Context: an optimization exercise on an open-source flow, tuned for small area, a short achievable clock period and few clock cycles per item. The choices shown serve that exercise and are no tape-out recipe.
In this exercise RTL edits were held to simulation tests only and were not proved equivalent to the original.
Power figures rest on the tool's default switching activity, not on a simulated workload.

alpha:
==> flow/design.v (excerpt) <==
module thermal_quant (
    input  wire        clk,
    input  wire        rst,           
    input  wire        in_valid,
    output wire        in_ready,
    input  wire        in_op,         
    input  wire [31:0] in_data,       
    output wire        out_valid,
    input  wire        out_ready,
    output wire [31:0] out_data,      
    output wire        out_nan        
);
==> flow/config.mk <==
export PLATFORM = sky130hd
export DESIGN_NAME = thermal_quant
export DESIGN_NICKNAME = thermal_quant
export VERILOG_FILES = /design/flow/design.v
export SDC_FILE = /design/flow/constraint.sdc
export NUM_CORES = 4
export LEC_CHECK = 0
export ABC_AREA = 1
export CAP_MARGIN = 20
export CORE_MARGIN = 2
export CORE_UTILIZATION = 40
export CTS_BUF_LIST = sky130_fd_sc_hd__clkbuf_8
export CTS_CLUSTER_DIAMETER = 150
export CTS_CLUSTER_SIZE = 30
export SLEW_MARGIN = 20
==> flow/constraint.sdc <==
create_clock -name core_clock -period 45.0 [get_ports {clk}]
set_input_delay 9.0000 -clock core_clock [delete_from_list [all_inputs] [get_ports {clk}]]
set_output_delay 9.0000 -clock core_clock [all_outputs]
set_load 0.01 [all_outputs]
standard.sh (not shown) runs the stock make flow with config.mk's settings and CLKGATE_MAP_FILE= SYNTH_SCRIPT=/design/flow/synth_recipe.tcl, a recipe that flattens the netlist after the stock synthesis.
==> flow/flow/run.sh <==
#!/bin/bash
# Layout flow: the standard synthesis, the same synthesis with an area-oriented
# ABC script (used when its registers match the standard synthesis's exactly),
# then the standard layout with plain buf_1 buffers on the ports.
set -euo pipefail
W=$PWD
R=results/sky130hd/thermal_quant/base

# 1. The standard synthesis: the reference for the registers.
bash standard.sh "WORK_HOME=$W/orfs_ref" synth > synth_ref.log 2>&1

# 2. The same synthesis with flow/area.abc as ABC's script.
NET=$W/orfs_ref/$R/1_2_yosys.v
if MY_ABC_SCRIPT=$W/flow/area.abc bash standard.sh "WORK_HOME=$W/orfs_area" \
     "SYNTH_SCRIPT=$W/flow/synth.tcl" synth > synth_area.log 2>&1; then
  regs() { grep -oE '^ *sky130_fd_sc_hd__[a-z0-9_]*df[a-z0-9_]* [^ ]+' "$1" | sed 's/^ *//; s/_[0-9]* / /' | sort; }
  regs "$NET" > regs_ref.txt
  regs "$W/orfs_area/$R/1_2_yosys.v" > regs_area.txt
  if cmp -s regs_ref.txt regs_area.txt && [ -s regs_ref.txt ]; then
    NET=$W/orfs_area/$R/1_2_yosys.v
  fi
fi
echo "netlist: $NET" > netlist_used.txt

# 3. The standard layout of that netlist.
bash standard.sh "SYNTH_NETLIST_FILES=$NET" \
  "BUFFER_PORTS_ARGS=-buffer_cell sky130_fd_sc_hd__buf_1" \
  "SETUP_SLACK_MARGIN=${MARGIN:-34.9}" finish > layout.log 2>&1
==> flow/flow/area.abc <==
strash
&get -n
&deepsyn -I 4 -J 50
&put
strash
&get -n
&dch -f
&nf -p -R 1000
&put
==> flow/flow/synth.tcl <==
# The standard synthesis script (synth_recipe.tcl), with ABC's mapping script
# replaced by flow/area.abc (an area-oriented mapping).
proc synth {args} { yosys synth -nofsm -noshare {*}$args }
proc abc {args} {
  set i [lsearch -exact $args -script]
  if {$i >= 0} { lset args [expr {$i + 1}] $::env(MY_ABC_SCRIPT) }
  yosys abc {*}$args
}
source $::env(SCRIPTS_DIR)/synth.tcl
# left out here: clear keep_hierarchy, flatten, clean up, hide names made inside functions, write 1_2_yosys.v
Testbench counts of alpha, summed over its fixed seeds: cycles 12,304, items 12,288.
Relative to alpha, the following input files were edited for beta:
Settings: a deleted CTS_CLUSTER_SIZE that had been 30; a deleted CTS_CLUSTER_DIAMETER that had been 150; a change of CORE_UTILIZATION from 40 to 70.
--- a/flow/flow/run.sh
+++ b/flow/flow/run.sh
@@ -4 +4,2 @@
-# then the standard layout with plain buf_1 buffers on the ports.
+# then the standard layout with plain buf_1 buffers on the ports. The area
+# synthesis leaves adders to ABC (no full/half-adder cells).
@@ -15 +16 @@
-     "SYNTH_SCRIPT=$W/flow/synth.tcl" synth > synth_area.log 2>&1; then
+     "SYNTH_SCRIPT=$W/flow/synth.tcl" "ADDER_MAP_FILE=" synth > synth_area.log 2>&1; then
--- a/flow/flow/area.abc
+++ b/flow/flow/area.abc
@@ -9,0 +10,10 @@
+strash
+&get -n
+&dch -f
+&nf -p -R 1000
+&put
+strash
+&get -n
+&dch -f
+&nf -p -R 1000
+&put
Notes after the runs:
Measured against each other, beta and alpha differ in net count after synthesis, the higher figure coming from alpha.
Cells: beta has fewer instances than alpha
In the final reports, the cell area of beta is smaller than that of alpha.
The lower total track usage came out of alpha.
beta: done, clean on timing, DRC and antenna
Compared with alpha, beta shows synthesized area that has gone down by a few percent.
## Diff of input files: gamma against beta
Settings: swapping 70 for 40 in CORE_UTILIZATION.
--- a/flow/flow/run.sh
+++ b/flow/flow/run.sh
@@ -4,2 +4 @@
-# then the standard layout with plain buf_1 buffers on the ports. The area
-# synthesis leaves adders to ABC (no full/half-adder cells).
+# then the standard layout with plain buf_1 buffers on the ports.
@@ -16 +15 @@
-     "SYNTH_SCRIPT=$W/flow/synth.tcl" "ADDER_MAP_FILE=" synth > synth_area.log 2>&1; then
+     "SYNTH_SCRIPT=$W/flow/synth.tcl" synth > synth_area.log 2>&1; then
==> flow/flow/area.abc <==
strash
&get -n
&deepsyn -I 4 -J 50
&put
strash
&get -n
&dch -f
&nf -p -R 1000
&put
Looking at overall routing resource usage, gamma sits 15 points below beta. When gamma is measured against beta, its routed wire length turns out 1800 microns lower. gamma: width of the die 30 microns above beta. Area taken by multi-input logic gates (gamma vs. beta) increases by a few percent. According to the power report, total power for gamma is lower than for beta. Relative to beta, portion of total power attributed to the clock network has gone up in gamma. Compared with beta, in gamma tap cell count now sits higher, post-synth net total moved up, met3 wire length fell 32%.
The following lists how delta was set up differently from gamma:
--- a/flow/flow/run.sh
+++ b/flow/flow/run.sh
@@ -28 +28 @@
-  "SETUP_SLACK_MARGIN=${MARGIN:-34.9}" finish > layout.log 2>&1
+  "SETUP_SLACK_MARGIN=${MARGIN:-35.1}" finish > layout.log 2>&1
Results
- The run showing the greater area overhead of the layout relative to synthesis is delta.
- The share of total power in the clock network in delta was higher than what gamma gave.
- When delta is set beside gamma, its met3 layer usage reported by global route turns out to be 0.90 points larger.
- In delta, the count of clock-buffer cells in the layout came out 1 above the value in gamma.

---

thermal_quant again, from the RTL that the note above started with.
clock: 45.0 ns
lec_check: 0
abc_area: 1
cap_margin: 20
core_margin: 2
core_utilization: 40
cts_buf_list: sky130_fd_sc_hd__clkbuf_16
cts_cluster_diameter: 200
cts_cluster_size: 50
slew_margin: 20
==> flow/flow/run.sh <==
#!/bin/bash
# Layout flow: the standard synthesis, the same synthesis with an area-oriented
# ABC script (used when its registers match the standard synthesis's exactly),
# then the standard layout with plain buf_1 buffers on the ports.
set -euo pipefail
W=$PWD
R=results/sky130hd/thermal_quant/base

# 1. The standard synthesis: the reference for the registers.
bash standard.sh "WORK_HOME=$W/orfs_ref" synth > synth_ref.log 2>&1

# 2. The same synthesis with flow/area.abc as ABC's script.
NET=$W/orfs_ref/$R/1_2_yosys.v
if MY_ABC_SCRIPT=$W/flow/area.abc bash standard.sh "WORK_HOME=$W/orfs_area" \
     "SYNTH_SCRIPT=$W/flow/synth.tcl" synth > synth_area.log 2>&1; then
  regs() { grep -oE '^ *sky130_fd_sc_hd__[a-z0-9_]*df[a-z0-9_]* [^ ]+' "$1" | sed 's/^ *//; s/_[0-9]* / /' | sort; }
  regs "$NET" > regs_ref.txt
  regs "$W/orfs_area/$R/1_2_yosys.v" > regs_area.txt
  if cmp -s regs_ref.txt regs_area.txt && [ -s regs_ref.txt ]; then
    NET=$W/orfs_area/$R/1_2_yosys.v
  fi
fi
echo "netlist: $NET" > netlist_used.txt

# 3. The standard layout of that netlist.
bash standard.sh "SYNTH_NETLIST_FILES=$NET" \
  "BUFFER_PORTS_ARGS=-buffer_cell sky130_fd_sc_hd__buf_1" \
  "SETUP_SLACK_MARGIN=${MARGIN:-34.9}" finish > layout.log 2>&1
==> flow/flow/area.abc <==
strash
&get -n
&deepsyn -I 4 -J 50
&put
strash
&get -n
&dch -f
&nf -p -R 1000
&put
Scripts as last shown in full above: flow/flow/synth.tcl
Testbench counts at the start, summed over its fixed seeds: cycles 12,304, items 12,288.
Edit:
--- a/flow/flow/run.sh
+++ b/flow/flow/run.sh
@@ -3,3 +3,4 @@
 # ABC script (used when its registers match the standard synthesis's exactly),
-# then the standard layout with plain buf_1 buffers on the ports.
+# then the standard layout with plain buf_1 buffers on the ports. The area
+# synthesis leaves adders to ABC (no full/half-adder cells).
 set -euo pipefail
@@ -14,3 +15,3 @@
 if MY_ABC_SCRIPT=$W/flow/area.abc bash standard.sh "WORK_HOME=$W/orfs_area" \
-     "SYNTH_SCRIPT=$W/flow/synth.tcl" synth > synth_area.log 2>&1; then
+     "SYNTH_SCRIPT=$W/flow/synth.tcl" "ADDER_MAP_FILE=" synth > synth_area.log 2>&1; then
   regs() { grep -oE '^ *sky130_fd_sc_hd__[a-z0-9_]*df[a-z0-9_]* [^ ]+' "$1" | sed 's/^ *//; s/_[0-9]* / /' | sort; }
@@ -27,2 +28,3 @@
   "BUFFER_PORTS_ARGS=-buffer_cell sky130_fd_sc_hd__buf_1" \
-  "SETUP_SLACK_MARGIN=${MARGIN:-34.9}" finish > layout.log 2>&1
+  "SETUP_SLACK_MARGIN=${MARGIN:-34.9}" \
+  "CTS_ARGS=-sink_clustering_enable -sink_clustering_size 33 -sink_clustering_max_diameter 300 -sink_clustering_levels 1 -buf_list sky130_fd_sc_hd__clkbuf_8 -repair_clock_nets" finish > layout.log 2>&1
--- a/flow/flow/area.abc
+++ b/flow/flow/area.abc
@@ -9 +9,11 @@
 &put
+strash
+&get -n
+&dch -f
+&nf -p -R 1000
+&put
+strash
+&get -n
+&dch -f
+&nf -p -R 1000
+&put
--- a/flow/config.mk
+++ b/flow/config.mk
@@ -11,5 +11,3 @@
 export CORE_UTILIZATION = 40
-export CTS_BUF_LIST = sky130_fd_sc_hd__clkbuf_16
-export CTS_CLUSTER_DIAMETER = 200
-export CTS_CLUSTER_SIZE = 50
+export CTS_BUF_LIST = sky130_fd_sc_hd__clkbuf_8
 export SLEW_MARGIN = 20
Final area is lower by a few percent. Sequential share of layout area is higher by 1.9 points. Global-route usage is lower by 0.51 points. Power is higher by roughly a tenth. Via count is higher slightly.
Edit:
--- a/flow/flow/run.sh
+++ b/flow/flow/run.sh
@@ -28,3 +28,2 @@
   "BUFFER_PORTS_ARGS=-buffer_cell sky130_fd_sc_hd__buf_1" \
-  "SETUP_SLACK_MARGIN=${MARGIN:-34.9}" \
-  "CTS_ARGS=-sink_clustering_enable -sink_clustering_size 33 -sink_clustering_max_diameter 300 -sink_clustering_levels 1 -buf_list sky130_fd_sc_hd__clkbuf_8 -repair_clock_nets" finish > layout.log 2>&1
+  "SETUP_SLACK_MARGIN=${MARGIN:-34.9}" finish > layout.log 2>&1
==> flow/flow/area.abc (replaced) <==
strash
&get -n
&deepsyn -I 4 -J 50
&put
strash
&get -n
&dch -f
&nf -p -R 1000
&put
Cell count increases by 2.2%.
Routed wire length increases by 4.8%.
Die area increases by 0.88%.
Total power decreases by 1.0%.
Clock-buffer cell count increases by 1.
Synthesized area increases by 0.90%.
Flip-flop and latch count does not change.
Critical path depth stays the same.
Design area increases by 1.2%.
Non-clock buffer count decreases by 1.
Sequential power stays flat.
Edit:
--- a/flow/flow/run.sh
+++ b/flow/flow/run.sh
@@ -3,4 +3,3 @@
 # ABC script (used when its registers match the standard synthesis's exactly),
-# then the standard layout with plain buf_1 buffers on the ports. The area
-# synthesis leaves adders to ABC (no full/half-adder cells).
+# then the standard layout with plain buf_1 buffers on the ports.
 set -euo pipefail
@@ -15,3 +14,3 @@
 if MY_ABC_SCRIPT=$W/flow/area.abc bash standard.sh "WORK_HOME=$W/orfs_area" \
-     "SYNTH_SCRIPT=$W/flow/synth.tcl" "ADDER_MAP_FILE=" synth > synth_area.log 2>&1; then
+     "SYNTH_SCRIPT=$W/flow/synth.tcl" synth > synth_area.log 2>&1; then
   regs() { grep -oE '^ *sky130_fd_sc_hd__[a-z0-9_]*df[a-z0-9_]* [^ ]+' "$1" | sed 's/^ *//; s/_[0-9]* / /' | sort; }
@@ -28,2 +27,2 @@
   "BUFFER_PORTS_ARGS=-buffer_cell sky130_fd_sc_hd__buf_1" \
-  "SETUP_SLACK_MARGIN=${MARGIN:-34.9}" finish > layout.log 2>&1
+  "SETUP_SLACK_MARGIN=${MARGIN:-35.3}" finish > layout.log 2>&1
=> Worst setup slack is better by 0.024 ns. Via count came out lower by about 2.8%. Power came out lower by about 12%. Design area climbs by about 4%. Routed wire length goes down by 5.0%. Clock skew barely changes. Hold slack stays flat. Count of clock-buffer cells in the layout is higher by 1. Combinational power falls by about 27%. Sequential cell count does not change. Final cell count fell by about 0.6%.

-- re-timing with driven ports --
In the flow no input, the clock included, has a driving cell. The finished layouts below were timed again as built, in two steps. Step 1 (the two cells are an assumption about what drives the block):
set clk [get_ports {clk}]
set_driving_cell -lib_cell sky130_fd_sc_hd__clkbuf_16 $clk
set_driving_cell -lib_cell sky130_fd_sc_hd__buf_2 [delete_from_list [all_inputs] $clk]
Step 2 adds t to the input delays and takes it off the output delays; t is the mean of the earliest and latest rising clock arrival at the registers after step 1. Input paths then give back, and output paths get back, about the clock's delay inside the block. a / b / c = no drivers / after step 1 / after step 2; a / b = the first two.
run | shift t [ns] | setup slack, ns | worst setup path at the end | clock arrival spread, ns | slew at the worst register clock pin (ns)
alpha | 0.412 | 35.051 / 35.037 / 34.652 | input to register | 0.010 / 0.011 | 0.09 / 0.09
beta | 0.396 | 34.892 / 34.904 / 34.509 | input to register | 0.015 / 0.015 | 0.11 / 0.11
gamma | 0.412 | 35.051 / 35.037 / 34.652 | input to register | 0.010 / 0.011 | 0.09 / 0.09
delta | 0.410 | 35.067 / 35.032 / 34.795 | input to register | 0.013 / 0.013 | 0.09 / 0.09
the first run of note 2 | 0.387 | 35.020 / 35.038 / 34.651 | input to register | 0.010 / 0.009 | 0.07 / 0.07
the second run of note 2 | 0.407 | 35.048 / 35.015 / 34.655 | input to register | 0.016 / 0.017 | 0.11 / 0.11
the third run of note 2 | 0.406 | 35.031 / 34.997 / 34.654 | input to register | 0.013 / 0.013 | 0.09 / 0.09
the fourth run of note 2 | 0.422 | 35.055 / 35.021 / 34.957 | input to register | 0.013 / 0.012 | 0.10 / 0.10
After both steps every run listed still meets setup and hold.
